Context: an optimization exercise on an open-source flow, tuned for small area. The choices shown serve that exercise and are no tape-out recipe.
The RTL was checked by simulation tests, not by an equivalence proof against the original design.
Power and IR drop assume default switching activity.

### flow/design.v
module slpe_tx #(
    parameter integer T_FIELD   = 100,   
    parameter integer T_BACKOFF = 50,    
    parameter integer MAX_RETRY = 240,   
    parameter integer REOPEN_EVERY = 6   
) (
    input  wire        clk,
    input  wire        rst,          
    input  wire        start,        
    input  wire [15:0] size,         
    output wire [15:0] mem_addr,     
    input  wire [7:0]  mem_data,     
    input  wire        rx_valid,     
    input  wire [7:0]  rx_data,
    output wire        tx_valid,     
    output reg  [7:0]  tx_data,
    output wire        busy,         
    output wire        done,         
    output wire        ok,           
    output reg  [7:0]  retries,      
    output wire        reopen        
);
    localparam [7:0] STX_B = 8'h02, ETX_B = 8'h03, ENQ_B = 8'h05,
                     ACK_B = 8'h06, NAK_B = 8'h15, EXT_B = 8'hFE;
    localparam [4:0] S_IDLE  = 5'b00000,    
                     S_ENDP  = 5'b00001,    
                     S_ENQ   = 5'b00010,    
                     S_ENQR  = 5'b00011,    
                     S_REENQ = 5'b00100,    
                     S_GAP   = 5'b00101,    
                     S_DCHK  = 5'b00110,    
                     S_ERROR = 5'b00111,
                     S_END   = 5'b01000,
                     S_RETRY = 5'b01001,
                     S_PNAK  = 5'b01010,    
                     S_BOR   = 5'b01011,    
                     S_ACK   = 5'b01100,    
                     S_ACK2  = 5'b01101,    
                     S_BON   = 5'b01110,    
                     S_ENQB  = 5'b11100,    
                     S_CS    = 5'b11101,    
                     S_NAKB  = 5'b11110,    
                     S_STX   = 5'b10000,
                     S_LEN   = 5'b10001,
                     S_HDR   = 5'b10010,    
                     S_E0    = 5'b10011,    
                     S_E1    = 5'b10100,
                     S_E2    = 5'b10101,
                     S_N0    = 5'b10110,    
                     S_N1    = 5'b10111,
                     S_N2    = 5'b11000,
                     S_N3    = 5'b11001,
                     S_DATA  = 5'b11010,
                     S_ETX   = 5'b11011;
    reg  [4:0]  state;
    reg  [15:0] size_r;       
    reg  [5:0]  cur;          
    reg  [15:0] addr;         
    reg  [7:0]  crc;
    reg  [2:0]  ph;           
    assign mem_addr = addr;
    wire        div   = (size_r > 16'd1030);
    wire        lge4  = |size_r[9:2];
    wire [6:0]  nfr   = {1'b0, size_r[15:10]} + {6'b0, lge4};    
    wire [6:0]  cur_inc = {1'b0, cur} + 7'd1;
    reg         last;         
    wire        last_n = ~div | (cur_inc == nfr);
    wire [10:0] esum  = {~div & size_r[10], size_r[9:0]} + (div ? 11'd9 : 11'd2);
    wire [10:0] ext   = (div & ~last) ? 11'd1036 :
                        {esum[10] | (div & ~lge4), esum[9:0]};
    wire        t_ans = addr[6] & addr[5] & addr[1] & addr[0];   
    wire        t_bo  = addr[5] & addr[4] & addr[0];             
    wire [15:0] addr_inc = addr + 16'd1;
    wire        a_end = last ? (addr_inc[10:0] == size_r[10:0]) : (addr[9:0] == 10'd2);
    wire [2:0]  ev = retries[1] + retries[3] + retries[5] + retries[7];
    wire [1:0]  od = retries[2] + retries[4] + retries[6];
    wire        m6 = ~retries[0] & (ev == od || ev == od + 3'd3 || od == 2'd3 && ev == 3'd0);
    assign tx_valid = state[4];
    assign busy     = (state[4:1] != 4'd0);
    assign done     = (state == S_ENDP);
    assign reopen   = (state == S_ENQR);
    assign ok       = (retries[7:4] != 4'hF) & (size_r[15:2] != 14'd0 || size_r[1:0] == 2'd3);
    always @(*) begin
        case (state)
        S_ENQB:  tx_data = ENQ_B;
        S_NAKB:  tx_data = NAK_B;
        S_CS:    tx_data = crc;
        S_STX:   tx_data = STX_B;
        S_LEN:   tx_data = (size_r > 16'd251) ? EXT_B : esum[7:0];
        S_HDR:   tx_data = mem_data | {6'b0, div & addr[1], div & addr[1] & last};
        S_E1:    tx_data = {5'b0, ext[10:8]};
        S_E2:    tx_data = ext[7:0];
        S_N1:    tx_data = {2'b0, cur};
        S_N3:    tx_data = {1'b0, nfr};
        S_ETX:   tx_data = ETX_B;
        S_E0, S_N0, S_N2: tx_data = 8'h00;
        default: tx_data = mem_data;
        endcase
    end
    reg  [7:0]  crc_next;
    integer     i;
    always @(*) begin
        crc_next = crc ^ tx_data;
        for (i = 0; i < 8; i = i + 1)
            crc_next = crc_next[7] ? ((crc_next << 1) ^ 8'h07) : (crc_next << 1);
    end
    always @(posedge clk) begin
        if (rst) begin
            state   <= S_IDLE;
            retries <= 8'h00;
        end else begin
            case (state)
            S_IDLE, S_ENDP: begin
                if (start) begin
                    retries <= 8'h00;
                    state   <= (size < 16'd3) ? S_ERROR : S_ENQ;
                end else
                    state <= S_IDLE;
            end
            S_ENQ, S_ENQR: state <= S_REENQ;
            S_REENQ: if (!rx_valid) state <= S_ENQB;
            S_ENQB, S_ACK: begin
                if (rx_valid) begin
                    if (rx_data == ACK_B)      state <= S_GAP;
                    else if (rx_data == NAK_B) state <= S_REENQ;
                    else if (rx_data == ENQ_B) state <= S_PNAK;
                    else                       state <= S_RETRY;
                end else if (t_ans)
                    state <= S_RETRY;
                else
                    state <= S_ACK;
            end
            S_GAP:  state <= S_STX;
            S_STX:  state <= S_LEN;
            S_LEN:  state <= S_HDR;
            S_HDR:  if (addr[1]) state <= div || size_r > 16'd251 ? S_E0 :
                                          a_end ? S_ETX : S_DATA;
            S_E0:   state <= S_E1;
            S_E1:   state <= S_E2;
            S_E2:   state <= div ? S_N0 : S_DATA;
            S_N0:   state <= S_N1;
            S_N1:   state <= S_N2;
            S_N2:   state <= S_N3;
            S_N3:   state <= S_DATA;
            S_DATA: if (a_end) state <= S_ETX;
            S_ETX:  state <= S_CS;
            S_CS, S_ACK2: begin
                if (rx_valid)
                    state <= (rx_data == ACK_B) ? S_DCHK : S_RETRY;
                else if (t_ans)
                    state <= S_RETRY;
                else
                    state <= S_ACK2;
            end
            S_RETRY: begin
                retries <= retries + 8'd1;
                state   <= (retries == MAX_RETRY[7:0] - 8'd1) ? S_ERROR : S_BOR;
            end
            S_PNAK: state <= S_NAKB;
            S_NAKB, S_BON: state <= t_bo ? S_ENQ : S_BON;
            S_BOR:  state <= !t_bo ? S_BOR :
                             (ph == 3'd0) ? S_ENQR : S_ENQ;
            S_DCHK: state <= last ? S_END : S_REENQ;
            S_ERROR: state <= S_END;
            S_END:  state <= S_ENDP;
            default: state <= S_IDLE;
            endcase
        end
    end
    always @(posedge clk) begin
        if (!busy) begin
            size_r <= size;
            cur    <= 6'd0;
            ph     <= 3'd0;
        end else if (state == S_DCHK)
            cur <= cur_inc[5:0];
        else if (state == S_RETRY)
            ph <= (ph == 3'd5) ? 3'd0 : ph + 3'd1;
        case (state)
        S_E0, S_E1, S_E2, S_N0, S_N1, S_N2, S_N3:
            addr <= {cur, 10'd3};
        S_ENQB, S_ACK, S_CS, S_ACK2, S_NAKB, S_BON, S_BOR, S_HDR, S_DATA:
            addr <= addr + 16'd1;
        default:
            addr <= 16'h0;
        endcase
        crc <= (state == S_STX) ? 8'h00 : crc_next;
        if (!state[4])
            last <= last_n;
    end
endmodule
### flow/flow/run.sh
#!/bin/bash
# Layout flow: the standard flow (standard.sh) with three changes:
#  1. synthesis maps logic with an area-oriented ABC script (abc_area.script);
#     the synthesis script is otherwise the standard flow's own (synth_recipe.tcl);
#  2. every port gets the smallest buffer (buf_1) instead of clkdlybuf4s50_1;
#  3. clock tree synthesis uses clkbuf_4 and inserts no dummy loads.
set -euo pipefail
here=$(pwd)
{ cat "$here/flow/abc_proc.tcl"; cat "$here/synth_recipe.tcl"; } > "$here/flow_synth.tcl"
sed -e "s#SYNTH_SCRIPT=[^ ]*#SYNTH_SCRIPT=$here/flow_synth.tcl#" "$here/standard.sh" > "$here/flow_standard.sh"
export FLOW_ABC_SCRIPT="$here/flow/abc_area.script"
export BUFFER_PORTS_ARGS="-buffer_cell sky130_fd_sc_hd__buf_1"
export CTS_ARGS="-sink_clustering_enable -repair_clock_nets -dont_use_dummy_load -buf_list sky130_fd_sc_hd__clkbuf_8 -root_buf sky130_fd_sc_hd__clkbuf_8 -sink_clustering_size 32 -sink_clustering_max_diameter 300"
bash "$here/flow_standard.sh" > "$here/flow_standard.log" 2>&1
### flow/flow/abc_area.script
strash
&get -n
&fraig -x
&put
scorr
dc2
strash
&get -n
&deepsyn -T 60
&dch -f
&nf -R 1000
&put
topo
dnsize
### flow/flow/abc_proc.tcl
# Map logic with the area-oriented ABC script of this flow instead of the
# speed script; every other step of the standard flow's synthesis is left as it is.
proc abc {args} {
  set i [lsearch $args -script]
  if {$i >= 0} {
    set args [lreplace $args $i [expr {$i + 1}] -script $::env(FLOW_ABC_SCRIPT)]
  }
  set j [lsearch $args -D]
  if {$j >= 0} { set args [lreplace $args $j [expr {$j + 1}]] }
  yosys abc {*}$args
}
### flow/standard.sh
#!/bin/bash
# synth_recipe.tcl (not shown) runs the flow's synth.tcl, then flattens the netlist and writes it again
# the make line also repeats each setting of config.mk as NAME=value (left out here)
make -C /OpenROAD-flow-scripts/flow DESIGN_CONFIG=/design/flow/config.mk WORK_HOME=/design/flow/orfs CLKGATE_MAP_FILE= SYNTH_SCRIPT=/design/flow/synth_recipe.tcl "${@:-finish}"
### flow/config.mk
export PLATFORM = sky130hd
export DESIGN_NAME = slpe_tx
export DESIGN_NICKNAME = slpe_tx
export VERILOG_FILES = /design/flow/design.v
export SDC_FILE = /design/flow/constraint.sdc
export NUM_CORES = 4
export LEC_CHECK = 0
export CAP_MARGIN = 10
export CORE_MARGIN = 2
export CORE_UTILIZATION = 40
export GPL_TIMING_DRIVEN = 0
export SLEW_MARGIN = 10
### flow/constraint.sdc
create_clock -name core_clock -period 5.0 [get_ports {clk}]
set_input_delay 1.0000 -clock core_clock [delete_from_list [all_inputs] [get_ports {clk}]]
set_output_delay 1.0000 -clock core_clock [all_outputs]
set_load 0.01 [all_outputs]
==> results of run 1 <==
## synthesized netlist by cell type (5+ instances only)
cell type	n
a21o_1	7
a21oi_1	26
a31oi_1	14
and2_0	8
and3_1	12
clkinv_1	7
dfxtp_1	46
edfxtp_1	17
ha_1	8
nand2_1	45
nand2b_1	6
nand3_1	19
nand4_1	5
nor2_1	53
nor2b_1	10
nor3_1	10
nor4_1	11
o211ai_1	7
o21ai_0	25
xnor2_1	28
xor2_1	21
## layout make-up
class	instances	area [µm²]	area share (%)
clock buffer	9	124	2.83
inverter	7	26.3	0.601
multi-input combinational	371	2330	53.2
timing repair buffer	80	328	7.49
sequential	63	1430	32.7
tap	111	139	3.17
## registers in the layout, indices dropped and copies added, names as in the netlist
name	flops
size_r	16
addr	16
last	1
state	5
cur	6
retries	8
crc	8
ph	3
## cells by family after synthesis
group / Yosys count / synth area share, %
AOI/OAI and AO/OA: 115 / 19.9
xor gates and xnor gates: 49 / 11.5
adders and majority gates: 9 / 3.21
buffers and inverters: 7 / 0.702
DFF: 63 / 38.2
muxes: 2 / 0.568
and+or+nand+nor: 196 / 25.9
## worst max-delay path, cell delays in order (launching register included)
cell and delay (ns):
edfxtp_1 0.50, nor3_2 0.18, nand3_1 0.10, a311o_1 0.39, o21ai_4 0.15, inv_2 0.08
ha_1 0.21, fa_1 0.43, a21oi_1 0.17, a21oi_1 0.09, and4_1 0.25, or3_1 0.34
a21oi_1 0.15, nand4b_1 0.17, buf_1 0.17
## per-stage QoR
stage          std cells  area [µm²]  util [%]
6_report             641        4380      47.8
5_1_grt              641        4380      47.8
4_1_cts              636        4320      47.2
3_5_place_dp         627        4190      45.8
3_3_place_gp         624        4150      45.4
2_1_floorplan        441        3740         -
## per-layer routing
| layer | global-route usage [%] | vias up | routed length (µm) |
|---|---|---|---|
| met4 | 7.69 | 0 | 162 |
| met5 | 0 | - | 0 |
| met2 | 33.6 | 151 | 4870 |
| li1 | - | 1822 | - |
| met1 | 28.9 | 1700 | 4940 |
| met3 | 3.81 | 17 | 657 |
## power by group through the flow
stage | clock network [mW] | logic [mW] | registers, mW
after floorplan | 0 | 0.937 | 0.911
after global placement | 0 | 1.22 | 0.997
after detailed placement | 0 | 1.22 | 0.989
after CTS | 0.346 | 1.23 | 0.979
after global routing | 0.366 | 1.43 | 1.01
final | 0.334 | 1.28 | 0.985
## how the worst min path moves through the flow
stage	start	to	slack [ns]	cells past startpoint
3_5_place_dp	ph[0]$_SDFFE_PN0P_	ph[0]$_SDFFE_PN0P_	0.51	1
5_1_grt	ph[1]$_SDFFE_PN0P_	ph[1]$_SDFFE_PN0P_	0.55	1
2_1_floorplan	ph[2]$_SDFFE_PN0P_	ph[2]$_SDFFE_PN0P_	0.47	1
6_report	ph[1]$_SDFFE_PN0P_	ph[2]$_SDFFE_PN0P_	0.53	1
3_3_place_gp	ph[1]$_SDFFE_PN0P_	ph[2]$_SDFFE_PN0P_	0.49	1
4_1_cts	ph[0]$_SDFFE_PN0P_	ph[0]$_SDFFE_PN0P_	0.53	1
## what timing repair did
item | in CTS | in global routing
endpoints found under the setup margin | 5 | 3
gates cloned | 0 | 0
hold buffers | 0 | 0
endpoints found under the hold margin | 0 | 0
setup buffers | 0 | 5
resized for setup | 2 | 5
==> flow_metrics.env, run 1 <==
export IMPL_cts_root_buffer="clkbuf_8"
export IMPL_final_layout_size_suffix_gt1_share_pct=4.72
export IMPL_antenna_found_initial=0
export IMPL_fillers=918
export IMPL_routed_wl_mm=10.6
export IMPL_syn_avg_cell_area_um2=8.49
export IMPL_dieArea_mm2=0.0101
export IMPL_min_period_over_period_pct=94.6
export IMPL_switching_share_pct=44.9
export IMPL_r2r_cells=18
export IMPL_drc_errors=0
export IMPL_viasPerCell=5.76
export IMPL_grt_first_pass_wirelength_mm=16.7
export IMPL_critPathMaxFanout=9
export IMPL_r2r_end="crc[2]$_SDFF_PP0_"
export IMPL_r2r_start="size_r[3]$_DFFE_PN_"
export IMPL_crit_type="flop to output pin"
export IMPL_ys_warn_count=1
export IMPL_synth_edf_count=17
export IMPL_ant_nets=0
export IMPL_preCtsSetupSlack_ns=-0.0426
export IMPL_clkLatencyLatePin_ns=0.35
export IMPL_wire_per_inst_um=16.6
export IMPL_async_flop_share_pct=0
export IMPL_ir_drop_uv=269
export IMPL_power_switching_mw=1.17
export IMPL_crit_start="size_r[3]$_DFFE_PN_"
export IMPL_clkPwrFrac_pct=12.8
export IMPL_synth_nets=486
export IMPL_grt_pass1_vias=3347
export IMPL_overflow=0
export IMPL_grt_usage_pct=21.2
export IMPL_drv_cap=0
export IMPL_p_leak_nw=1.48
export IMPL_crit_path_end="tx_data[0]"
export IMPL_core_mm2=0.00915
export IMPL_io_pins=73
export IMPL_syn_inst=441
export IMPL_antennaDiodeCount=0
export IMPL_endpoint_kind="output pin"
export IMPL_intPower_mw=1.43
export IMPL_seq_power_share_pct=37.9
export IMPL_grt_start_max_net_pins=25
export IMPL_yosysUniqueCellTypes=51
export IMPL_ys_ff_latch=63
export IMPL_cp_data_arrival_time_ns=3.73
export IMPL_synthFlopType="dfxtp_1"
export IMPL_ys_seq_area_share_pct=38.2
export IMPL_setup_slack_ns=0.269
export IMPL_io_buffers=72
export IMPL_status="timing/DRC/antenna clean"
export IMPL_place_congestion=0.916
export IMPL_start_util_pct=40.9
export IMPL_tightest_slew_ns=1.19
export IMPL_setup_violations=0
export IMPL_final_cell_mix="buf_1 (72), nor2_1 (53), dfxtp_1 (46)"
export IMPL_hold_violations=0
export IMPL_drt_iter0_markers=256
export IMPL_nets=577
export IMPL_max_freq_ghz=0.211
export IMPL_num_rows=35
export IMPL_power_total_mw=2.60
export IMPL_finClkSkew_ns=0.0242
export IMPL_rrSetupSlack_ns=0.64
export IMPL_syn_to_final_growth_pct=16.9
export IMPL_period_minus_slack_ns=4.73
export IMPL_dieWidth_um=101
export IMPL_worstPathRequired_ns=4.00
export IMPL_slew_violations=0
export IMPL_whs_ns=0.526
export IMPL_synth_area_mm2=0.00374
export IMPL_combPwrFrac_pct=49.3
export IMPL_fin_tns_setup_ns=0
export IMPL_clkTransAtPathRegs_ns=0.07
export IMPL_cts_buffers=9
export IMPL_synth_area_leader_cell="dfxtp_1"
export IMPL_cts_tree="built"
export IMPL_min_path_type="flop to flop"
export IMPL_cts_sinks=63
export IMPL_synth_top_area_share_pct=24.6
export IMPL_power_density_mw_per_mm2=595
export IMPL_slew_headroom_pct=20.2
export IMPL_num_vias=3690
export IMPL_final_common_cell="buf_1"
export IMPL_dp_hpwl_mm=8.30
export IMPL_startpoint_type="flop"
export IMPL_fp_dieH_um=101
export IMPL_synth_area_leaders="dfxtp_1 (25%), edfxtp_1 (14%), xnor2_1 (6.6%), nor2_1 (5.3%), xor2_1 (4.9%)"
export IMPL_drtPass1Iterations=6
export IMPL_clockBufferDepth=2
export IMPL_cts_max_level=3
==> inputs of run 2 (changes only) <==
==> flow/config.mk (replaced) <==
export PLATFORM = sky130hd
export DESIGN_NAME = slpe_tx
export DESIGN_NICKNAME = slpe_tx
export VERILOG_FILES = /design/flow/design.v
export SDC_FILE = /design/flow/constraint.sdc
export NUM_CORES = 4
export LEC_CHECK = 0
export CAP_MARGIN = 20
export CORE_MARGIN = 2
export CORE_UTILIZATION = 40
export SLEW_MARGIN = 20
==> flow_metrics.env, run 2 <==
export IMPL_finClkSkew_ns=0.0127
export IMPL_synth_area_mm2=0.00374
export IMPL_ys_warn_count=1
export IMPL_cts_tree="built"
export IMPL_postCtsSetupBuffers=0
export IMPL_syn_to_final_growth_pct=15.8
export IMPL_io_pins=73
export IMPL_cts_max_level=3
export IMPL_synth_edf_count=17
export IMPL_crit_path_end="tx_data[0]"
export IMPL_cts_root_buffer="clkbuf_8"
export IMPL_clkLatencyLatePin_ns=0.35
export IMPL_clockBufferDepth=2
export IMPL_crit_type="flop to output pin"
export IMPL_synth_top_area_share_pct=24.6
export IMPL_worstPathRequired_ns=4.00
export IMPL_grt_start_max_net_pins=25
export IMPL_num_vias=3690
export IMPL_dp_hpwl_mm=8.55
export IMPL_synthFlopType="dfxtp_1"
export IMPL_place_congestion=0.868
export IMPL_slew_headroom_pct=39.7
export IMPL_crit_start="size_r[3]$_DFFE_PN_"
export IMPL_fillers=935
export IMPL_fp_dieH_um=101
export IMPL_critPathMaxFanout=8
export IMPL_r2r_start="size_r[3]$_DFFE_PN_"
export IMPL_power_density_mw_per_mm2=595
export IMPL_r2r_end="crc[2]$_SDFF_PP0_"
export IMPL_core_mm2=0.00915
export IMPL_antenna_found_initial=0
export IMPL_final_cell_mix="buf_1 (72), nor2_1 (53), dfxtp_1 (46)"
export IMPL_routed_wl_mm=11.0
export IMPL_min_period_over_period_pct=94.8
export IMPL_startpoint_type="flop"
export IMPL_drt_iter0_markers=263
export IMPL_final_layout_size_suffix_gt1_share_pct=3.22
export IMPL_cts_hold_buf=0
export IMPL_dieArea_mm2=0.0101
export IMPL_status="timing/DRC/antenna clean"
export IMPL_drv_cap=0
export IMPL_cp_slowest_cell="edfxtp_1"
export IMPL_crit_cells=14
export IMPL_ant_nets=0
export IMPL_r2r_cells=18
export IMPL_clkTransAtPathRegs_ns=0.07
export IMPL_hold_violations=0
export IMPL_ir_drop_uv=242
export IMPL_fin_area_mm2=0.00433
export IMPL_fin_tns_setup_ns=0
export IMPL_setup_violations=0
export IMPL_endpoint_kind="output pin"
export IMPL_hold_depth=1
export IMPL_rrSetupSlack_ns=0.75
export IMPL_dpl_instance_area_mm2=0.00421
export IMPL_syn_avg_cell_area_um2=8.49
export IMPL_cts_buffers=9
export IMPL_ys_seq_area_share_pct=38.2
export IMPL_ys_ff_latch=63
export IMPL_post_cts_resized=0
export IMPL_grt_pass1_vias=3388
export IMPL_nets=575
export IMPL_final_common_cell="buf_1"
export IMPL_cp_top_family="simple AND/OR/NAND/NOR gates"
export IMPL_num_rows=35
export IMPL_min_delay_start="ph[1]$_SDFFE_PN0P_"
export IMPL_async_flop_share_pct=0
export IMPL_crit_top_cell="a21oi_1"
export IMPL_yosysMostFrequentCell="nor2_1"
export IMPL_grt_first_pass_wirelength_mm=17.6
export IMPL_synth_area_leaders="dfxtp_1 (25%), edfxtp_1 (14%), xnor2_1 (6.6%), nor2_1 (5.3%), xor2_1 (4.9%)"
export IMPL_final_util_pct=47.3
export IMPL_drtPass1Iterations=5
export IMPL_rsz0062_at_grt="false"
export IMPL_cp_num_buf_inv=2
export IMPL_slew_violations=0
export IMPL_min_path_type="flop to flop"
export IMPL_viasPerCell=5.77
export IMPL_max_stage_delay_ns=0.50
export IMPL_critical_path_cell_chain="nor3_1 -> nand3_1 -> a311o_1 -> o21ai_0 -> clkinv_1 -> ha_1 -> fa_1 -> a21oi_1 -> a21oi_1 -> and4_1 -> or3_1 -> a21oi_1 -> nand4b_1 -> buf_1"
export IMPL_p_leak_nw=1.46
export IMPL_grt_usage_pct=22.3
export IMPL_io_buffers=72
export IMPL_synth_nets=486
export IMPL_synth_area_leader_cell="dfxtp_1"
export IMPL_dieWidth_um=101
export IMPL_overflow=0
export IMPL_wire_per_inst_um=17.2
export IMPL_cts_sinks=63
export IMPL_antennaDiodeCount=0
export IMPL_top_regs="addr x16, size_r x16"
export IMPL_start_util_pct=40.9
export IMPL_period_minus_slack_ns=4.74
export IMPL_tightest_slew_ns=0.901
export IMPL_cp_data_arrival_time_ns=3.74
export IMPL_yosysUniqueCellTypes=51
export IMPL_synth_commonest_cells="nor2_1 (53), dfxtp_1 (46), nand2_1 (45)"
export IMPL_drc_errors=0
export IMPL_syn_inst=441
export IMPL_max_freq_ghz=0.211
==> run 2: power by group <==
| part | internal (mW) | switching (mW) | leakage (nW) |
|---|---|---|---|
| combinational | 0.531 | 0.721 | 0.852 |
| sequential | 0.722 | 0.265 | 0.546 |
| clock | 0.160 | 0.180 | 0.0647 |
| total | 1.41 | 1.17 | 1.46 |
==> run 2: final cells by class <==
type                       count  area [µm²]  share of cell area [%]
clock buffer                   9         124                    2.86
tap                          111         139                    3.21
sequential                    63        1430                    33.0
multi-input combinational    371        2300                    53.0
timing repair buffer          78         315                    7.28
inverter                       7        26.3                   0.606
==> run 2: stage by stage <==
stage	total power, mW	instances	setup WS, ns	hold WS, ns
after global placement	2.21	630	0.717	0.489
final	2.58	639	0.258	0.511
after detailed placement	2.23	630	0.649	0.503
after floorplan	1.85	441	0.619	0.474
after global routing	2.78	639	0.00171	0.541
after CTS	2.58	639	0.255	0.521
==> run 2: logic make-up (layout without fill, tap and decap cells) <==
| kind of cell | Yosys count | after routing | synth area share [%] |
|---|---|---|---|
| AO/OA/AOI/OAI | 115 | 115 | 19.9 |
| XOR/XNOR | 49 | 49 | 11.5 |
| adder cells (fa/ha/maj) | 9 | 9 | 3.21 |
| buffers and inverters | 7 | 94 | 0.702 |
| flip-flops | 63 | 63 | 38.2 |
| multiplexers | 2 | 2 | 0.568 |
| AND/OR/NAND/NOR | 196 | 196 | 25.9 |
==> run 2: worst register-to-register path, delay by kind of cell, from the launching register on <==
family,cells,cell delay [ns]
AND/OR/NAND/NOR,4,0.58
XOR/XNOR,5,1.05
buffers and inverters,1,0.13
AO/OA/AOI/OAI,6,1.24
flip-flops,1,0.50
adder cells (fa/ha/maj),2,0.65
==> run 2: how the worst min path moves through the flow <==
stage,slack [ns],to
2_1_floorplan,0.47,ph[2]$_SDFFE_PN0P_
3_3_place_gp,0.49,ph[2]$_SDFFE_PN0P_
3_5_place_dp,0.50,ph[2]$_SDFFE_PN0P_
4_1_cts,0.52,ph[2]$_SDFFE_PN0P_
5_1_grt,0.54,ph[2]$_SDFFE_PN0P_
6_report,0.51,ph[2]$_SDFFE_PN0P_
==> run 2: metal layers <==
metal | part of all wire [%] | GRT usage, % | up-vias
li1 | - | - | 1813
met1 | 47 | 31.2 | 1726
met2 | 45 | 34.4 | 134
met3 | 6.4 | 4.85 | 17
met4 | 1.6 | 6.64 | 0
met5 | 0 | 0 | -
==> inputs of run 3 (changes only) <==
==> flow/flow/run.sh (replaced) <==
#!/bin/bash
# Layout flow: the standard flow (standard.sh) with these changes:
#  1. synthesis maps logic with area-oriented ABC scripts (abc_area_s*.script,
#     differing only in the random seed of &deepsyn) and keeps the smallest
#     result (abc_proc.tcl); the synthesis script is otherwise the standard flow's own
#     (synth_recipe.tcl);
#  2. every port gets the smallest buffer (buf_1) instead of clkdlybuf4s50_1;
#  3. clock tree synthesis uses clkbuf_8 and inserts no dummy loads;
#  4. after global routing, cells on paths with slack to spare are downsized.
set -euo pipefail
here=$(pwd)
{ cat "$here/flow/abc_proc.tcl"; cat "$here/synth_recipe.tcl"; } > "$here/flow_synth.tcl"
sed -e "s#SYNTH_SCRIPT=[^ ]*#SYNTH_SCRIPT=$here/flow_synth.tcl#" "$here/standard.sh" > "$here/flow_standard.sh"
export FLOW_ABC_SCRIPTS="$(ls "$here"/flow/abc_area_s*.script | tr '\n' ' ')"
export BUFFER_PORTS_ARGS="-buffer_cell sky130_fd_sc_hd__buf_1"
export CTS_ARGS="-sink_clustering_enable -repair_clock_nets -dont_use_dummy_load -buf_list sky130_fd_sc_hd__clkbuf_8 -root_buf sky130_fd_sc_hd__clkbuf_8 -sink_clustering_size 32 -sink_clustering_max_diameter 300"
export RECOVER_POWER=100
bash "$here/flow_standard.sh" > "$here/flow_standard.log" 2>&1
==> flow/flow/abc_area_s0.script (new file) <==
strash
&get -n
&fraig -x
&put
scorr
dc2
strash
&get -n
&deepsyn -T 60 -S 0
&dch -f
&nf -R 1000
&put
topo
dnsize
==> flow/flow/abc_area_s1.script (new file) <==
strash
&get -n
&fraig -x
&put
scorr
dc2
strash
&get -n
&deepsyn -T 60 -S 1
&dch -f
&nf -R 1000
&put
topo
dnsize
==> flow/flow/abc_area_s2.script (new file) <==
strash
&get -n
&fraig -x
&put
scorr
dc2
strash
&get -n
&deepsyn -T 60 -S 2
&dch -f
&nf -R 1000
&put
topo
dnsize
==> flow/flow/abc_area_s3.script (new file) <==
strash
&get -n
&fraig -x
&put
scorr
dc2
strash
&get -n
&deepsyn -T 60 -S 3
&dch -f
&nf -R 1000
&put
topo
dnsize
==> flow/flow/abc_proc.tcl (replaced) <==
# Map logic with area-oriented ABC scripts instead of ORFS's speed script:
# run each script of FLOW_ABC_SCRIPTS on the same netlist and keep the
# result with the smallest cell area. Every other step of the standard flow's synthesis
# is left as it is.
proc abc {args} {
  set j [lsearch $args -D]
  if {$j >= 0} { set args [lreplace $args $j [expr {$j + 1}]] }
  set lib [lindex $args [expr {[lsearch $args -liberty] + 1}]]
  yosys design -save flow_pre_abc
  set best ""
  foreach script $::env(FLOW_ABC_SCRIPTS) {
    yosys design -load flow_pre_abc
    set i [lsearch $args -script]
    yosys abc {*}[lreplace $args $i [expr {$i + 1}] -script $script]
    set s [tee -q -s result.string stat -liberty $lib]
    regexp {Chip area for module [^:]*: ([0-9.]+)} $s -> area
    puts "FLOW_ABC $script area $area"
    if {$best eq "" || $area < $best} {
      set best $area
      yosys design -save flow_best_abc
    }
  }
  yosys design -load flow_best_abc
  puts "FLOW_ABC best area $best"
}
removed: flow/flow/abc_area.script
==> flow_metrics.env, run 3 <==
export IMPL_status="timing/DRC/antenna clean"
export IMPL_io_buffers=72
export IMPL_yosysUniqueCellTypes=51
export IMPL_syn_inst=443
export IMPL_drt_iter0_markers=283
export IMPL_viasPerCell=5.81
export IMPL_syn_avg_cell_area_um2=8.41
export IMPL_async_flop_share_pct=0
export IMPL_antenna_found_initial=0
export IMPL_synth_area_leaders="dfxtp_1 (25%), edfxtp_1 (14%), nor2_1 (5.8%), xor2_1 (5.6%), xnor2_1 (5.4%)"
export IMPL_dieArea_mm2=0.0101
export IMPL_synth_top_area_share_pct=24.7
export IMPL_p_leak_nw=1.47
export IMPL_synth_nets=488
export IMPL_regArea_mm2=0.00143
export IMPL_r2r_end="crc[2]$_SDFF_PP0_"
export IMPL_ir_drop_uv=250
export IMPL_nets=579
export IMPL_grt_first_pass_wirelength_mm=16.9
export IMPL_overflow=0
export IMPL_io_pins=73
export IMPL_hold_violations=0
export IMPL_clkLatencyLatePin_ns=0.34
export IMPL_critPathMaxFanout=7
export IMPL_cts_max_level=3
export IMPL_cts_sinks=63
export IMPL_combPwrFrac_pct=46.0
export IMPL_crit_type="flop to output pin"
export IMPL_yosysMostFrequentCell="nor2_1"
export IMPL_min_delay_start="state[0]$_SDFFE_PP0P_"
export IMPL_routed_wl_mm=10.8
export IMPL_grt_start_max_net_pins=24
export IMPL_wire_per_inst_um=16.8
export IMPL_grt_pass1_vias=3324
export IMPL_min_path_type="flop to flop"
export IMPL_synth_area_leader_cell="dfxtp_1"
export IMPL_grt_usage_pct=21.7
export IMPL_startpoint_type="flop"
export IMPL_drv_cap=0
export IMPL_hold_depth=1
export IMPL_synth_commonest_cells="nor2_1 (58), dfxtp_1 (46), nand2_1 (37)"
export IMPL_clkTransAtPathRegs_ns=0.06
export IMPL_fp_dieH_um=101
export IMPL_dp_hpwl_mm=8.46
export IMPL_synth_edf_count=17
export IMPL_final_layout_size_suffix_gt1_share_pct=2.63
export IMPL_setup_violations=0
export IMPL_min_period_over_period_pct=93.0
export IMPL_power_density_mw_per_mm2=533
export IMPL_tightest_slew_ns=1.07
export IMPL_worstPathRequired_ns=4.00
export IMPL_finClkSkew_ns=0.0232
export IMPL_intPower_mw=1.27
export IMPL_ys_seq_area_share_pct=38.4
export IMPL_r2r_start="size_r[4]$_DFFE_PN_"
export IMPL_power_switching_mw=1.03
export IMPL_cts_tree="built"
export IMPL_drc_errors=0
export IMPL_switching_share_pct=44.7
export IMPL_ys_warn_count=1
export IMPL_antennaDiodeCount=0
export IMPL_r2r_cells=18
export IMPL_seq_power_share_pct=39.3
export IMPL_synthFlopType="dfxtp_1"
export IMPL_cts_root_buffer="clkbuf_8"
export IMPL_clkPwrFrac_pct=14.7
export IMPL_slew_headroom_pct=28.5
export IMPL_rrSetupSlack_ns=0.70
export IMPL_worst_hold_path_endpoint="state[1]$_SDFFE_PP0P_"
export IMPL_final_cell_mix="buf_1 (72), nor2_1 (58), dfxtp_1 (46)"
export IMPL_period_minus_slack_ns=4.65
export IMPL_synth_area_mm2=0.00373
export IMPL_fin_tns_setup_ns=0
export IMPL_slew_violations=0
export IMPL_core_mm2=0.00915
export IMPL_cp_data_arrival_time_ns=3.65
export IMPL_fillers=957
export IMPL_cts_buffers=9
export IMPL_syn_to_final_growth_pct=15.5
export IMPL_clockBufferDepth=2
export IMPL_ys_ff_latch=63
export IMPL_num_vias=3736
export IMPL_instances_no_fill=643
export IMPL_rsz0062_at_grt="false"
export IMPL_multi_input_area_mm2=0.00226
export IMPL_ant_nets=0
export IMPL_top_regs="addr x16, size_r x16"
export IMPL_endpoint_kind="output pin"
export IMPL_place_congestion=1.04
export IMPL_start_util_pct=40.7
export IMPL_final_common_cell="buf_1"
export IMPL_drtPass1Iterations=5
export IMPL_dieWidth_um=101
export IMPL_num_rows=35
export IMPL_dp_cells=634
export IMPL_max_freq_ghz=0.215
[run 3: cell count changes after synthesis, sizes merged, moves of 6 or more]
cell / delta
and3: +7
nand2: -8
nor2b: -6
nor3: +14
o211ai: -6
[run 3: kinds of logic (layout without fill, tap and decap cells)]
family          Yosys count  in the layout  share of synthesized area (%)
flops                    63             63                           38.4
mux                       1              1                          0.269
fa+ha+maj                 9              9                           3.22
simple gates            192            192                           25.0
compound gates          121            121                           21.1
buf+inv                  10             99                           1.01
xor+xnor                 47             47                           11.0
[run 3: routing by layer]
| metal | wire (µm) | vias to the layer above | GRT usage, % |
|---|---|---|---|
| met5 | 0 | - | 0 |
| met4 | 161 | 0 | 7.17 |
| met3 | 767 | 18 | 3.54 |
| met2 | 4900 | 162 | 34.0 |
| met1 | 5000 | 1709 | 30.4 |
| li1 | - | 1847 | - |
[run 3: power by group through the flow]
stage / logic [mW] / registers (mW) / clock network [mW]
after floorplan: 0.769 / 0.860 / 0
after global placement: 1.05 / 0.898 / 0
after detailed placement: 1.06 / 0.903 / 0
after CTS: 1.06 / 0.892 / 0.344
after global routing: 1.18 / 0.925 / 0.367
final: 1.06 / 0.902 / 0.336
[run 3: worst max path at each step]
stage | slack (ns) | cells past startpoint | startpoint | to
2_1_floorplan | 0.65 | 18 | size_r[4]$_DFFE_PN_ | crc[2]$_SDFF_PP0_
4_1_cts | 0.24 | 15 | size_r[4]$_DFFE_PN_ | tx_data[2]
3_5_place_dp | 0.59 | 15 | size_r[4]$_DFFE_PN_ | tx_data[2]
3_3_place_gp | 0.69 | 13 | size_r[4]$_DFFE_PN_ | tx_data[0]
5_1_grt | 0.05 | 15 | size_r[4]$_DFFE_PN_ | tx_data[2]
6_report | 0.35 | 15 | size_r[4]$_DFFE_PN_ | tx_data[2]
[run 3: final cells by class]
type / instances / share of cell area [%]
clock buffers: 9 / 2.88
inverters: 10 / 0.872
multi-input cells: 370 / 52.4
flip-flops and latches: 63 / 33.3
well taps: 111 / 3.23
repair buffers: 80 / 7.33
[run 3: worst max-delay path, stage by stage (launching register included)]
cell and delay (ns):
edfxtp_1 0.49, nor3_1 0.22, nand3_1 0.11, a311o_1 0.35, o21ai_0 0.14, inv_2 0.11
ha_1 0.22, fa_1 0.41, nand3_1 0.10, o21ai_0 0.11, and2_0 0.21, and3_1 0.21
a21oi_1 0.18, o31a_1 0.13, o21ai_0 0.15, buf_1 0.17
[run 3: timing repair]
item | 4_1_cts | 5_1_grt
hold endpoints to repair | 0 | 0
setup buffers | 0 | 0
hold buffers | 0 | 0
gates resized for setup | 0 | 1
setup endpoints to repair | 0 | 2
[run 3: per-stage QoR]
step	power [mW]	util (%)	cell area (µm²)	worst slack [ns]	hold slack, ns
6_report	2.29	47.0	4300	0.351	0.471
5_1_grt	2.47	47.0	4300	0.0475	0.500
4_1_cts	2.30	47.2	4320	0.235	0.468
3_5_place_dp	1.96	45.8	4200	0.589	0.464
3_3_place_gp	1.95	45.8	4200	0.693	0.455
2_1_floorplan	1.63	-	3730	0.650	0.473
==> inputs of run 4 (changes only) <==
==> flow/flow/run.sh (replaced) <==
#!/bin/bash
# Layout flow: the standard flow (standard.sh) with these changes:
#  1. synthesis maps logic with area-oriented ABC scripts (abc_area_s*.script,
#     differing only in the random seed of &deepsyn) and keeps the smallest
#     result (abc_proc.tcl); the synthesis script is otherwise the standard flow's own
#     (synth_recipe.tcl);
#  2. every port gets the smallest buffer (buf_1) instead of clkdlybuf4s50_1;
#  3. clock tree synthesis uses clkbuf_4 and inserts no dummy loads;
#  4. after global routing, cells on paths with slack to spare are downsized.
set -euo pipefail
here=$(pwd)
{ cat "$here/flow/abc_proc.tcl"; cat "$here/synth_recipe.tcl"; } > "$here/flow_synth.tcl"
sed -e "s#SYNTH_SCRIPT=[^ ]*#SYNTH_SCRIPT=$here/flow_synth.tcl#" "$here/standard.sh" > "$here/flow_standard.sh"
export FLOW_ABC_SCRIPTS="$(ls "$here"/flow/abc_area_s*.script | tr '\n' ' ')"
export BUFFER_PORTS_ARGS="-buffer_cell sky130_fd_sc_hd__buf_1"
export CTS_ARGS="-sink_clustering_enable -repair_clock_nets -dont_use_dummy_load -buf_list sky130_fd_sc_hd__clkbuf_4 -root_buf sky130_fd_sc_hd__clkbuf_4"
export RECOVER_POWER=100
bash "$here/flow_standard.sh" > "$here/flow_standard.log" 2>&1
==> flow/flow/abc_area_s4.script (new file) <==
strash
&get -n
&fraig -x
&put
scorr
dc2
strash
&get -n
&deepsyn -T 60 -S 4
&dch -f
&nf -R 1000
&put
topo
dnsize
==> flow/flow/abc_area_s5.script (new file) <==
strash
&get -n
&fraig -x
&put
scorr
dc2
strash
&get -n
&deepsyn -T 60 -S 5
&dch -f
&nf -R 1000
&put
topo
dnsize
==> flow/flow/abc_area_s6.script (new file) <==
strash
&get -n
&fraig -x
&put
scorr
dc2
strash
&get -n
&deepsyn -T 60 -S 6
&dch -f
&nf -R 1000
&put
topo
dnsize
==> flow/flow/abc_area_s7.script (new file) <==
strash
&get -n
&fraig -x
&put
scorr
dc2
strash
&get -n
&deepsyn -T 60 -S 7
&dch -f
&nf -R 1000
&put
topo
dnsize
==> flow_metrics.env, run 4 <==
export IMPL_status="timing/DRC/antenna clean"
export IMPL_io_buffers=72
export IMPL_ant_nets=0
export IMPL_min_delay_start="state[0]$_SDFFE_PP0P_"
export IMPL_antenna_found_initial=0
export IMPL_synth_top_area_share_pct=24.7
export IMPL_tightest_slew_ns=1.08
export IMPL_drt_iter0_markers=276
export IMPL_nets=588
export IMPL_drc_errors=0
export IMPL_cts_buffers=9
export IMPL_final_common_cell="buf_1"
export IMPL_min_period_over_period_pct=93.9
export IMPL_grt_pass1_vias=3359
export IMPL_core_mm2=0.00915
export IMPL_cts_sinks=63
export IMPL_synthFlopType="dfxtp_1"
export IMPL_final_cell_mix="buf_1 (72), nor2_1 (58), dfxtp_1 (46)"
export IMPL_drtPass1Iterations=5
export IMPL_synth_simple_area_share_pct=25.0
export IMPL_cp_top_family="compound AO/OA/AOI/OAI gates"
export IMPL_r2r_start="size_r[4]$_DFFE_PN_"
export IMPL_dp_hpwl_mm=8.46
export IMPL_fin_tns_setup_ns=0
export IMPL_dieArea_mm2=0.0101
export IMPL_max_freq_ghz=0.213
export IMPL_clkTransAtPathRegs_ns=0.09
export IMPL_min_path_type="flop to flop"
export IMPL_io_pins=73
export IMPL_critical_path_cell_chain="nor3_1 -> nand3_1 -> a311o_1 -> o21ai_0 -> inv_2 -> ha_1 -> fa_1 -> nand3_1 -> o21ai_0 -> and2_0 -> and3_1 -> a21oi_1 -> o31a_1 -> o21ai_0 -> buf_1"
export IMPL_synth_nets=488
export IMPL_grt_first_pass_wirelength_mm=16.8
export IMPL_yosysUniqueCellTypes=51
export IMPL_max_stage_delay_ns=0.47
export IMPL_top_regs="addr x16, size_r x16"
export IMPL_r2r_cells=18
export IMPL_clockBufferDepth=2
export IMPL_synth_area_leader_cell="dfxtp_1"
export IMPL_crit_cells=15
export IMPL_syn_avg_cell_area_um2=8.41
export IMPL_slew_headroom_pct=28.3
export IMPL_period_minus_slack_ns=4.70
export IMPL_fin_area_mm2=0.00432
export IMPL_cts_root_buffer="clkbuf_4"
export IMPL_cp_num_buf_inv=2
export IMPL_start_util_pct=40.7
export IMPL_top_usage_layer="met2"
export IMPL_cts_tree="built"
export IMPL_ys_ff_latch=63
export IMPL_place_congestion=1.04
export IMPL_crit_type="flop to output pin"
export IMPL_hold_depth=1
export IMPL_slew_violations=0
export IMPL_fillers=951
export IMPL_hold_violations=0
export IMPL_cts_max_level=3
export IMPL_num_rows=35
export IMPL_synth_commonest_cells="nor2_1 (58), dfxtp_1 (46), nand2_1 (37)"
export IMPL_antennaDiodeCount=0
export IMPL_startpoint_type="flop"
export IMPL_syn_to_final_growth_pct=15.8
export IMPL_synth_edf_count=17
export IMPL_syn_inst=443
export IMPL_synth_mux_area_share_pct=0.269
export IMPL_worstPathRequired_ns=4.00
export IMPL_clkLatencyLatePin_ns=0.41
export IMPL_setup_violations=0
export IMPL_crit_start="size_r[4]$_DFFE_PN_"
export IMPL_fp_dieH_um=101
export IMPL_viasPerCell=5.76
export IMPL_multi_input_area_mm2=0.00226
export IMPL_use_met3_pct=5.34
export IMPL_critPathMaxFanout=5
export IMPL_regArea_mm2=0.00143
export IMPL_use_met1_pct=29.8
export IMPL_cp_slowest_cell="edfxtp_1"
export IMPL_instances_no_fill=652
export IMPL_async_flop_share_pct=0
export IMPL_routed_wl_mm=10.9
export IMPL_power_density_mw_per_mm2=523
export IMPL_final_layout_size_suffix_gt1_share_pct=4.25
export IMPL_p_leak_nw=1.49
export IMPL_grt_start_max_net_pins=24
export IMPL_synth_top_family_by_area="simple AND/OR/NAND/NOR gates"
export IMPL_ir_drop_uv=217
export IMPL_synthAdderAreaFrac_pct=3.22
export IMPL_wire_per_inst_um=16.7
export IMPL_num_vias=3754
export IMPL_dieWidth_um=101
export IMPL_crit_top_cell="o21ai_0"
export IMPL_synth_area_mm2=0.00373
export IMPL_ys_warn_count=1
export IMPL_finClkSkew_ns=0.0340
export IMPL_met2_usage_pct=33.2
export IMPL_dp_cells=634
export IMPL_dpl_instance_area_mm2=0.00420
export IMPL_overflow=0
export IMPL_ys_seq_area_share_pct=38.4
export IMPL_synth_xor_area_share_pct=11.0
export IMPL_rsz0062_at_grt="false"
export IMPL_grt_usage_pct=21.7
export IMPL_yosysMostFrequentCell="nor2_1"
export IMPL_synth_area_leaders="dfxtp_1 (25%), edfxtp_1 (14%), nor2_1 (5.8%), xor2_1 (5.6%), xnor2_1 (5.4%)"
export IMPL_drv_cap=0
export IMPL_endpoint_kind="output pin"
export IMPL_cp_data_arrival_time_ns=3.70
export IMPL_synth_compound_area_share_pct=21.1
run 4: cell counts after synthesis:
No cell type changed its count.
run 4: cell families (layout without fill, tap and decap cells):
kind of cell | count (synthesis) | count (layout)
AND/OR/NAND/NOR | 192 | 192
AO/OA/AOI/OAI | 121 | 121
flip-flops | 63 | 63
XOR/XNOR | 47 | 47
buffers and inverters | 10 | 108
adder cells (fa/ha/maj) | 9 | 9
multiplexers | 1 | 1
run 4: layer usage:
layer / wire length [µm] / vias to the layer above
met5: 0 / -
met4: 307 / 0
met3: 607 / 30
met2: 4860 / 132
met1: 5140 / 1737
li1: - / 1855
run 4: what timing repair did:
action | CTS | global route
gates resized for setup | 0 | 1
buffers inserted | 0 | 9
hold buffers | 0 | 0
setup endpoints to repair | 0 | 3
run 4: path summary, 6_finish.rpt:
check / end / slack, ns
max reg2reg: crc[2]$_SDFF_PP0_ / 0.71
min: state[1]$_SDFFE_PP0P_ / 0.48
min reg2reg: state[1]$_SDFFE_PP0P_ / 0.48
max: tx_data[2] / 0.30
run 4: area by class of cell:
| type | instances | area share, % |
|---|---|---|
| clock buffer | 9 | 1.57 |
| inverter | 10 | 0.870 |
| multi-input combinational | 370 | 52.3 |
| sequential | 63 | 33.2 |
| tap | 111 | 3.22 |
| timing repair buffer | 89 | 8.87 |
run 4: worst register-to-register path, stage by stage, from the launching register on:
cell and delay, ns:
edfxtp_1 0.47, nor3_1 0.22, nand3_1 0.11, a311o_1 0.35, o21ai_0 0.14, buf_4 0.22
ha_1 0.23, a21o_1 0.19, a21oi_1 0.17, nor2_1 0.11, nand3_1 0.09, nor2_1 0.08
o311ai_0 0.62, xor2_1 0.30, xor2_1 0.27, xnor2_1 0.19, xor2_1 0.23, xor2_1 0.17
nor2_1 0.05
run 4: power by group:
part	leakage (nW)	switching (mW)	internal [mW]
clock network	0.0414	0.164	0.0836
registers	0.546	0.194	0.699
logic	0.905	0.668	0.449
total	1.49	1.03	1.23
run 4: through the flow:
stage | total power, mW | setup slack [ns] | util [%] | hold slack [ns]
floorplan | 1.63 | 0.650 | - | 0.473
global placement | 1.95 | 0.693 | 45.8 | 0.455
detailed placement | 1.96 | 0.589 | 45.8 | 0.464
CTS | 2.21 | 0.157 | 46.6 | 0.473
global route | 2.44 | 0.00858 | 47.1 | 0.506
finish | 2.26 | 0.303 | 47.1 | 0.477
==> inputs of run 5 (changes only) <==
--- a/flow/config.mk
+++ b/flow/config.mk
@@ -7,5 +7,5 @@
 export LEC_CHECK = 0
 export CAP_MARGIN = 20
 export CORE_MARGIN = 2
-export CORE_UTILIZATION = 40
+export CORE_UTILIZATION = 65
 export SLEW_MARGIN = 20
==> flow_metrics.env, run 5 <==
export IMPL_status="timing/DRC/antenna clean"
export IMPL_syn_avg_cell_area_um2=8.41
export IMPL_setup_slack_ns=0.331
export IMPL_grt_start_max_net_pins=24
export IMPL_async_flop_share_pct=0
export IMPL_dp_hpwl_mm=8.13
export IMPL_core_mm2=0.00551
export IMPL_fp_dieH_um=79.7
export IMPL_place_congestion=0.989
export IMPL_ir_drop_uv=536
export IMPL_grt_first_pass_wirelength_mm=17.0
export IMPL_slew_headroom_pct=14.3
export IMPL_cts_root_buffer="clkbuf_4"
export IMPL_num_vias=3871
export IMPL_period_minus_slack_ns=4.67
export IMPL_power_total_mw=2.18
export IMPL_tightest_slew_ns=1.29
export IMPL_cp_slowest_cell="edfxtp_1"
export IMPL_antenna_found_initial=0
export IMPL_clockBufferDepth=2
export IMPL_antennaDiodeCount=0
export IMPL_finClkSkew_ns=0.0244
export IMPL_ys_seq_area_share_pct=38.4
export IMPL_ys_warn_count=1
export IMPL_start_util_pct=67.7
export IMPL_worstPathRequired_ns=4.00
export IMPL_top_regs="addr x16, size_r x16"
export IMPL_synth_area_mm2=0.00373
export IMPL_drc_errors=0
export IMPL_ys_ff_latch=63
export IMPL_r2r_end="crc[2]$_SDFF_PP0_"
export IMPL_final_layout_size_suffix_gt1_share_pct=2.46
export IMPL_cts_max_level=3
export IMPL_fin_tns_setup_ns=0
export IMPL_synth_edf_count=17
export IMPL_ant_nets=0
export IMPL_critical_path_cell_chain="nor3_1 -> nand3_1 -> a311o_1 -> o21ai_0 -> inv_2 -> ha_1 -> fa_1 -> nand3_1 -> o21ai_0 -> and2_0 -> and3_1 -> o31ai_1 -> buf_1"
export IMPL_cts_buffers=9
export IMPL_drtPass1Iterations=7
export IMPL_min_period_over_period_pct=93.4
export IMPL_synth_commonest_cells="nor2_1 (58), dfxtp_1 (46), nand2_1 (37)"
export IMPL_cts_tree="built"
export IMPL_syn_inst=443
export IMPL_dp_cells=592
export IMPL_cp_data_arrival_time_ns=3.67
export IMPL_final_util_pct=76.0
export IMPL_instances_no_fill=601
export IMPL_grt_pass1_vias=3551
export IMPL_final_common_cell="buf_1"
export IMPL_slew_violations=0
export IMPL_syn_to_final_growth_pct=12.3
export IMPL_io_pins=73
export IMPL_power_density_mw_per_mm2=522
export IMPL_setup_violations=0
export IMPL_p_leak_nw=1.44
export IMPL_yosysUniqueCellTypes=51
export IMPL_routed_wl_mm=10.5
export IMPL_startpoint_type="flop"
export IMPL_hold_depth=2
export IMPL_drv_cap=0
export IMPL_synth_area_leader_cell="dfxtp_1"
export IMPL_nets=576
export IMPL_rrSetupSlack_ns=0.72
export IMPL_clkTransAtPathRegs_ns=0.10
export IMPL_grt_usage_pct=35.4
export IMPL_worst_hold_path_endpoint="retries[0]$_SDFFE_PP0P_"
export IMPL_endpoint_kind="output pin"
export IMPL_min_path_type="flop to flop"
export IMPL_cts_hold_buf=0
export IMPL_final_cell_mix="buf_1 (72), nor2_1 (58), dfxtp_1 (46)"
export IMPL_overflow=0
export IMPL_io_buffers=72
export IMPL_cts_sinks=63
export IMPL_synth_top_area_share_pct=24.7
export IMPL_max_stage_delay_ns=0.48
export IMPL_wire_per_inst_um=17.5
export IMPL_min_delay_start="retries[0]$_SDFFE_PP0P_"
export IMPL_r2r_start="size_r[4]$_DFFE_PN_"
export IMPL_preCtsSetupSlack_ns=0.688
export IMPL_viasPerCell=6.44
export IMPL_synth_nets=488
export IMPL_r2r_cells=18
export IMPL_hold_violations=0
export IMPL_clkLatencyLatePin_ns=0.43
export IMPL_num_rows=27
export IMPL_synth_area_leaders="dfxtp_1 (25%), edfxtp_1 (14%), nor2_1 (5.8%), xor2_1 (5.6%), xnor2_1 (5.4%)"
export IMPL_yosysMostFrequentCell="nor2_1"
export IMPL_dieArea_mm2=0.00635
export IMPL_max_freq_ghz=0.214
export IMPL_synthFlopType="dfxtp_1"
export IMPL_drt_iter0_markers=552
export IMPL_dieWidth_um=79.7
export IMPL_critPathMaxFanout=7
export IMPL_crit_type="flop to output pin"
export IMPL_rsz0062_at_grt="false"
run 5: worst max-delay path by stage:
stage                                    from           endpoint  cells after the start
after CTS                 size_r[4]$_DFFE_PN_         tx_data[2]                     15
after floorplan           size_r[4]$_DFFE_PN_  crc[2]$_SDFF_PP0_                     18
after detailed placement  size_r[4]$_DFFE_PN_         tx_data[2]                     15
after global routing      size_r[4]$_DFFE_PN_         tx_data[2]                     15
after global placement    size_r[4]$_DFFE_PN_         tx_data[2]                     15
final                     size_r[4]$_DFFE_PN_         tx_data[0]                     13
run 5: cell type report:
cell class / instances / area, µm²
multi-input combinational: 370 / 2260
sequential: 63 / 1430
fill: 454 / 1320
timing repair buffer: 77 / 300
tap: 72 / 90.1
clock buffer: 9 / 67.6
inverter: 10 / 37.5
run 5: repair_timing:
action / in CTS / in global routing
resized for setup: 0 / 1
buffers inserted: 0 / 0
setup endpoints to repair: 0 / 2
run 5: critical path: cells and delay by family (launching register included):
| kind | cells | cell delay (ns) |
|---|---|---|
| simple gates | 5 | 0.83 |
| compound gates | 4 | 1.01 |
| fa+ha+maj | 2 | 0.62 |
| buf+inv | 2 | 0.31 |
| flops | 1 | 0.48 |
run 5: where the power goes:
group / leakage, nW / switching (mW) / internal, mW
clock: 0.0414 / 0.157 / 0.0833
sequential: 0.546 / 0.223 / 0.699
combinational: 0.854 / 0.621 / 0.401
total: 1.44 / 1.00 / 1.18
run 5: kinds of logic after synthesis:
logic type	Yosys count	share of synthesized area (%)
AO/OA/AOI/OAI	121	21.1
XOR/XNOR	47	11.0
adder cells (fa/ha/maj)	9	3.22
multiplexers	1	0.269
buffers and inverters	10	1.01
AND/OR/NAND/NOR	192	25.0
flip-flops	63	38.4
run 5: through the flow:
stage          cell area [µm²]  hold slack, ns
2_1_floorplan             3730           0.473
3_3_place_gp              4120           0.505
3_5_place_dp              4130           0.519
4_1_cts                   4200           0.533
5_1_grt                   4180           0.555
6_report                  4180           0.528
run 5: routing by layer:
| layer | GRT usage, % | vias up | wire length [µm] |
|---|---|---|---|
| met4 | 14.7 | 0 | 346 |
| met3 | 8.82 | 44 | 992 |
| li1 | - | 1839 | - |
| met2 | 57.1 | 213 | 4960 |
| met1 | 45.3 | 1775 | 4230 |
| met5 | 0 | - | 0 |
==> inputs of run 6 (changes only) <==
--- a/flow/config.mk
+++ b/flow/config.mk
@@ -7,5 +7,6 @@
 export LEC_CHECK = 0
 export CAP_MARGIN = 20
 export CORE_MARGIN = 2
-export CORE_UTILIZATION = 65
+export CORE_UTILIZATION = 40
+export GPL_TIMING_DRIVEN = 0
 export SLEW_MARGIN = 20
removed: flow/flow/abc_area_s0.script
removed: flow/flow/abc_area_s1.script
removed: flow/flow/abc_area_s3.script
removed: flow/flow/abc_area_s4.script
removed: flow/flow/abc_area_s5.script
removed: flow/flow/abc_area_s6.script
removed: flow/flow/abc_area_s7.script
==> flow_metrics.env, run 6 <==
export IMPL_drtPass1Iterations=5
export IMPL_top_regs="addr x16, size_r x16"
export IMPL_fin_tns_setup_ns=0
export IMPL_grt_first_pass_wirelength_mm=16.9
export IMPL_status="complete, but fails checks"
export IMPL_cts_tree="built"
export IMPL_synth_nets=488
export IMPL_r2r_end="crc[2]$_SDFF_PP0_"
export IMPL_async_flop_share_pct=0
export IMPL_grt_pass1_vias=3375
export IMPL_hold_violations=0
export IMPL_cts_max_level=3
export IMPL_rrSetupSlack_ns=0.70
export IMPL_dp_hpwl_mm=8.37
export IMPL_cts_sinks=63
export IMPL_syn_inst=443
export IMPL_final_layout_size_suffix_gt1_share_pct=3.94
export IMPL_so_faults="max-capacitance violations, max-slew violations"
export IMPL_clkLatencyLatePin_ns=0.43
export IMPL_worstPathRequired_ns=4.00
export IMPL_fp_dieH_um=101
export IMPL_crit_start="size_r[13]$_DFFE_PN_"
export IMPL_synth_commonest_cells="nor2_1 (58), dfxtp_1 (46), nand2_1 (37)"
export IMPL_setup_violations=0
export IMPL_drv_cap=1
export IMPL_crit_path_end="tx_data[2]"
export IMPL_synth_area_leaders="dfxtp_1 (25%), edfxtp_1 (14%), nor2_1 (5.8%), xor2_1 (5.6%), xnor2_1 (5.4%)"
export IMPL_core_mm2=0.00915
export IMPL_start_util_pct=40.7
export IMPL_final_cell_mix="buf_1 (72), nor2_1 (58), dfxtp_1 (46)"
export IMPL_crit_type="flop to output pin"
export IMPL_rsz0062_at_grt="false"
export IMPL_final_common_cell="buf_1"
export IMPL_cp_data_arrival_time_ns=3.78
export IMPL_io_pins=73
export IMPL_io_buffers=72
export IMPL_clkTransAtPathRegs_ns=0.11
export IMPL_critPathMaxFanout=9
export IMPL_wire_per_inst_um=16.8
export IMPL_cts_hold_buf=0
export IMPL_power_total_mw=2.26
export IMPL_tightest_slew_ns=1.50
export IMPL_ys_ff_latch=63
export IMPL_syn_to_final_growth_pct=15.2
export IMPL_instances_no_fill=644
export IMPL_antenna_found_initial=0
export IMPL_synth_edf_count=17
export IMPL_ys_seq_area_share_pct=38.4
export IMPL_nets=580
export IMPL_ys_warn_count=1
export IMPL_slew_headroom_pct=-0.951
export IMPL_grt_usage_pct=21.6
export IMPL_startpoint_type="flop"
export IMPL_overflow=0
export IMPL_cts_root_buffer="clkbuf_4"
export IMPL_power_density_mw_per_mm2=526
export IMPL_p_leak_nw=1.47
export IMPL_min_delay_start="cur[1]$_SDFFE_PN0P_"
export IMPL_ir_drop_uv=263
export IMPL_synth_area_leader_cell="dfxtp_1"
export IMPL_synthFlopType="dfxtp_1"
export IMPL_drc_errors=0
export IMPL_dieArea_mm2=0.0101
export IMPL_ant_nets=0
export IMPL_syn_avg_cell_area_um2=8.41
export IMPL_finClkSkew_ns=0.0249
export IMPL_r2r_start="size_r[13]$_DFFE_PN_"
export IMPL_place_congestion=0.941
export IMPL_antennaDiodeCount=0
export IMPL_yosysUniqueCellTypes=51
export IMPL_final_util_pct=46.9
export IMPL_min_period_over_period_pct=95.6
export IMPL_max_freq_ghz=0.209
export IMPL_period_minus_slack_ns=4.78
export IMPL_min_path_type="flop to flop"
export IMPL_drt_iter0_markers=247
export IMPL_yosysMostFrequentCell="nor2_1"
export IMPL_routed_wl_mm=10.8
export IMPL_synth_area_mm2=0.00373
export IMPL_viasPerCell=5.86
export IMPL_r2r_cells=18
export IMPL_grt_start_max_net_pins=24
export IMPL_num_rows=35
export IMPL_slew_violations=11
export IMPL_endpoint_kind="output pin"
export IMPL_clockBufferDepth=2
export IMPL_dieWidth_um=101
export IMPL_cts_buffers=9
export IMPL_num_vias=3771
export IMPL_dp_cells=627
export IMPL_synth_top_area_share_pct=24.7
-- run 6: cell families after synthesis --
logic type	Yosys count	synth area share, %
simple gates	192	25.0
compound gates	121	21.1
flops	63	38.4
xor+xnor	47	11.0
buf+inv	10	1.01
fa+ha+maj	9	3.22
mux	1	0.269
-- run 6: how the worst min path moves through the flow --
stage | depth (start not counted) | end | slack, ns
6_report | 2 | addr[11]$_DFF_P_ | 0.52
5_1_grt | 2 | ph[2]$_SDFFE_PN0P_ | 0.53
4_1_cts | 2 | addr[11]$_DFF_P_ | 0.52
3_5_place_dp | 2 | retries[0]$_SDFFE_PP0P_ | 0.52
3_3_place_gp | 3 | ph[2]$_SDFFE_PN0P_ | 0.51
2_1_floorplan | 2 | addr[11]$_DFF_P_ | 0.47
-- run 6: critical path: stages, from the launching register on --
cell      delay [ns]
edfxtp_1        0.44
nor3_1          0.22
nand2_1         0.15
a311o_1         0.35
o21ai_4         0.16
inv_4           0.09
ha_1            0.23
fa_1            0.42
nand3_1         0.10
o21ai_0         0.13
and2_0          0.22
and3_1          0.20
a21oi_1         0.18
o31a_1          0.16
o21ai_0         0.15
buf_1           0.19
-- run 6: report_power, final --
part	total [mW]	internal, mW	leakage (nW)	switching [mW]
logic	1.10	0.435	0.882	0.669
clock network	0.250	0.0834	0.0414	0.167
registers	0.904	0.697	0.546	0.207
-- run 6: per-stage QoR --
step	worst slack (ns)	instance area, µm²	hold slack (ns)
after floorplan	0.650	3730	0.473
final	0.221	4290	0.521
after CTS	0.0158	4250	0.520
after global placement	-0.130	4140	0.508
after detailed placement	-0.137	4170	0.520
after global routing	0.00431	4290	0.535
-- run 6: timing repair --
| item | CTS | global route |
|---|---|---|
| gates resized for setup | 3 | 2 |
| endpoints found under the setup margin | 7 | 3 |
| buffers inserted | 1 | 7 |
-- run 6: cell type report --
class | instances | area [µm²]
tap | 111 | 139
sequential | 63 | 1430
clock buffer | 9 | 67.6
fill | 951 | 4860
inverter | 10 | 40.0
multi-input combinational | 370 | 2280
timing repair buffer | 81 | 334
-- run 6: layer usage --
| layer | share of wire [%] | track usage (%) | vias up |
|---|---|---|---|
| li1 | - | - | 1846 |
| met1 | 45 | 28.8 | 1748 |
| met2 | 45 | 33.7 | 150 |
| met3 | 6.6 | 5.69 | 27 |
| met4 | 2.7 | 8.11 | 0 |
| met5 | 0 | 0 | - |
==> inputs of run 7 (changes only) <==
--- a/flow/config.mk
+++ b/flow/config.mk
@@ -7,6 +7,5 @@
 export LEC_CHECK = 0
 export CAP_MARGIN = 20
 export CORE_MARGIN = 2
-export CORE_UTILIZATION = 40
-export GPL_TIMING_DRIVEN = 0
+export CORE_UTILIZATION = 65
 export SLEW_MARGIN = 20
==> flow_metrics.env, run 7 <==
export IMPL_cp_num_buf_inv=2
export IMPL_drv_cap=0
export IMPL_start_util_pct=67.7
export IMPL_grt_pass1_vias=3551
export IMPL_drc_errors=0
export IMPL_fillers=454
export IMPL_slew_headroom_pct=14.3
export IMPL_async_flop_share_pct=0
export IMPL_crit_start="size_r[4]$_DFFE_PN_"
export IMPL_viasPerCell=6.44
export IMPL_worstPathRequired_ns=4.00
export IMPL_dp_cells=592
export IMPL_setup_violations=0
export IMPL_crit_type="flop to output pin"
export IMPL_regArea_mm2=0.00143
export IMPL_switching_share_pct=45.8
export IMPL_cts_hold_buf=0
export IMPL_cts_root_buffer="clkbuf_4"
export IMPL_final_common_cell="buf_1"
export IMPL_cts_tree="built"
export IMPL_dieArea_mm2=0.00635
export IMPL_antenna_found_initial=0
export IMPL_multi_input_area_mm2=0.00226
export IMPL_clkTransAtPathRegs_ns=0.10
export IMPL_critical_path_cell_chain="nor3_1 -> nand3_1 -> a311o_1 -> o21ai_0 -> inv_2 -> ha_1 -> fa_1 -> nand3_1 -> o21ai_0 -> and2_0 -> and3_1 -> o31ai_1 -> buf_1"
export IMPL_grt_start_max_net_pins=24
export IMPL_io_pins=73
export IMPL_cp_slowest_cell="edfxtp_1"
export IMPL_status="timing/DRC/antenna clean"
export IMPL_wire_per_inst_um=17.5
export IMPL_ys_ff_latch=63
export IMPL_fin_tns_setup_ns=0
export IMPL_antennaDiodeCount=0
export IMPL_final_layout_size_suffix_gt1_share_pct=2.46
export IMPL_grt_usage_pct=35.4
export IMPL_nets=576
export IMPL_cts_sinks=63
export IMPL_fp_dieH_um=79.7
export IMPL_power_total_mw=2.18
export IMPL_min_delay_start="retries[0]$_SDFFE_PP0P_"
export IMPL_ir_drop_uv=536
export IMPL_grt_first_pass_wirelength_mm=17.0
export IMPL_power_density_mw_per_mm2=522
export IMPL_startpoint_type="flop"
export IMPL_clkLatencyLatePin_ns=0.43
export IMPL_intPower_mw=1.18
export IMPL_cp_top_family="compound AO/OA/AOI/OAI gates"
export IMPL_io_buffers=72
export IMPL_place_congestion=0.989
export IMPL_max_stage_delay_ns=0.48
export IMPL_synth_commonest_cells="nor2_1 (58), dfxtp_1 (46), nand2_1 (37)"
export IMPL_synth_nets=488
export IMPL_ys_warn_count=1
export IMPL_syn_to_final_growth_pct=12.3
export IMPL_final_cell_mix="buf_1 (72), nor2_1 (58), dfxtp_1 (46)"
export IMPL_num_rows=27
export IMPL_overflow=0
export IMPL_yosysMostFrequentCell="nor2_1"
export IMPL_combPwrFrac_pct=46.8
export IMPL_power_switching_mw=1.00
export IMPL_clockBufferDepth=2
export IMPL_synth_area_leaders="dfxtp_1 (25%), edfxtp_1 (14%), nor2_1 (5.8%), xor2_1 (5.6%), xnor2_1 (5.4%)"
export IMPL_endpoint_kind="output pin"
export IMPL_hold_violations=0
export IMPL_num_vias=3871
export IMPL_synth_top_area_share_pct=24.7
export IMPL_slew_violations=0
export IMPL_rsz0062_at_grt="false"
export IMPL_cts_buffers=9
export IMPL_top_regs="addr x16, size_r x16"
export IMPL_synth_area_leader_cell="dfxtp_1"
export IMPL_whs_ns=0.528
export IMPL_cts_max_level=3
export IMPL_syn_avg_cell_area_um2=8.41
export IMPL_instances_no_fill=601
export IMPL_min_path_type="flop to flop"
export IMPL_drtPass1Iterations=7
export IMPL_synth_edf_count=17
export IMPL_cp_data_arrival_time_ns=3.67
export IMPL_drt_iter0_markers=552
export IMPL_clkPwrFrac_pct=11.0
export IMPL_core_mm2=0.00551
export IMPL_synth_area_mm2=0.00373
export IMPL_tightest_slew_ns=1.29
export IMPL_dieWidth_um=79.7
export IMPL_seq_power_share_pct=42.2
export IMPL_synthFlopType="dfxtp_1"
export IMPL_routed_wl_mm=10.5
export IMPL_finClkSkew_ns=0.0244
export IMPL_max_freq_ghz=0.214
export IMPL_min_period_over_period_pct=93.4
export IMPL_ys_seq_area_share_pct=38.4
export IMPL_period_minus_slack_ns=4.67
export IMPL_critPathMaxFanout=7
export IMPL_syn_inst=443
export IMPL_ant_nets=0
export IMPL_yosysUniqueCellTypes=51
export IMPL_dp_hpwl_mm=8.13
export IMPL_rrSetupSlack_ns=0.72
export IMPL_r2r_start="size_r[4]$_DFFE_PN_"
export IMPL_p_leak_nw=1.44
[run 7: changes by cell type in the layout (fill, tap and decap cells not counted), sizes merged]
cell    change
buf         -5
clkbuf      +1
[run 7: logic make-up (layout without fill, tap and decap cells)]
kind of cell / Yosys count / in the layout / share of synthesized area (%)
simple gates: 192 / 192 / 25.0
compound gates: 121 / 121 / 21.1
flops: 63 / 63 / 38.4
xor+xnor: 47 / 47 / 11.0
buf+inv: 10 / 96 / 1.01
fa+ha+maj: 9 / 9 / 3.22
mux: 1 / 1 / 0.269
[run 7: routing by layer]
metal / track usage [%] / vias to the layer above / routed length (µm) / part of all wire [%]
met1: 45.3 / 1775 / 4230 / 40
li1: - / 1839 / - / -
met2: 57.1 / 213 / 4960 / 47
met3: 8.82 / 44 / 992 / 9.4
met4: 14.7 / 0 / 346 / 3.3
met5: 0 / - / 0 / 0
[run 7: power by group through the flow]
| stage | sequential, mW | combinational, mW | clock (mW) |
|---|---|---|---|
| detailed placement | 0.920 | 1.01 | 0 |
| finish | 0.922 | 1.02 | 0.240 |
| floorplan | 0.860 | 0.769 | 0 |
| global route | 0.945 | 1.15 | 0.263 |
| CTS | 0.908 | 1.02 | 0.240 |
| global placement | 0.913 | 0.981 | 0 |
[run 7: area by class of cell]
cell class	instances	area share [%]
multi-input combinational	370	53.9
timing repair buffer	77	7.18
tap	72	2.15
inverter	10	0.897
clock buffer	9	1.61
sequential	63	34.2
[run 7: final timing paths]
check                           cells past startpoint                      end
worst max-delay path                               13               tx_data[0]
worst min-delay path                                2  retries[0]$_SDFFE_PP0P_
worst max register to register                     18        crc[2]$_SDFF_PP0_
worst min register to register                      2  retries[0]$_SDFFE_PP0P_
[run 7: what timing repair did]
action                     CTS  global route
setup endpoints to repair    0             2
gates resized for setup      0             1
buffers inserted             0             0
[run 7: metrics by stage]
stage	area (µm²)	worst slack, ns	util (%)
after floorplan	3730	0.650	-
after global placement	4120	0.762	74.9
after global routing	4180	0.0450	76.0
final	4180	0.331	76.0
after CTS	4200	0.248	76.2
after detailed placement	4130	0.688	75.0
[run 7: tightest hold or removal path, delay by kind of cell (launching register included)]
family / cells / cell delay [ns]
flops: 1 / 0.34
simple gates: 2 / 0.15

Re-timed with assumed drivers on the ports (clkbuf_16 on the clock, buf_2 on other inputs), run 7 has 0.302 ns of setup slack against 0.331 ns with ideal ports, and 0.719 ns once port delays also move by the mid clock arrival of 0.442 ns.
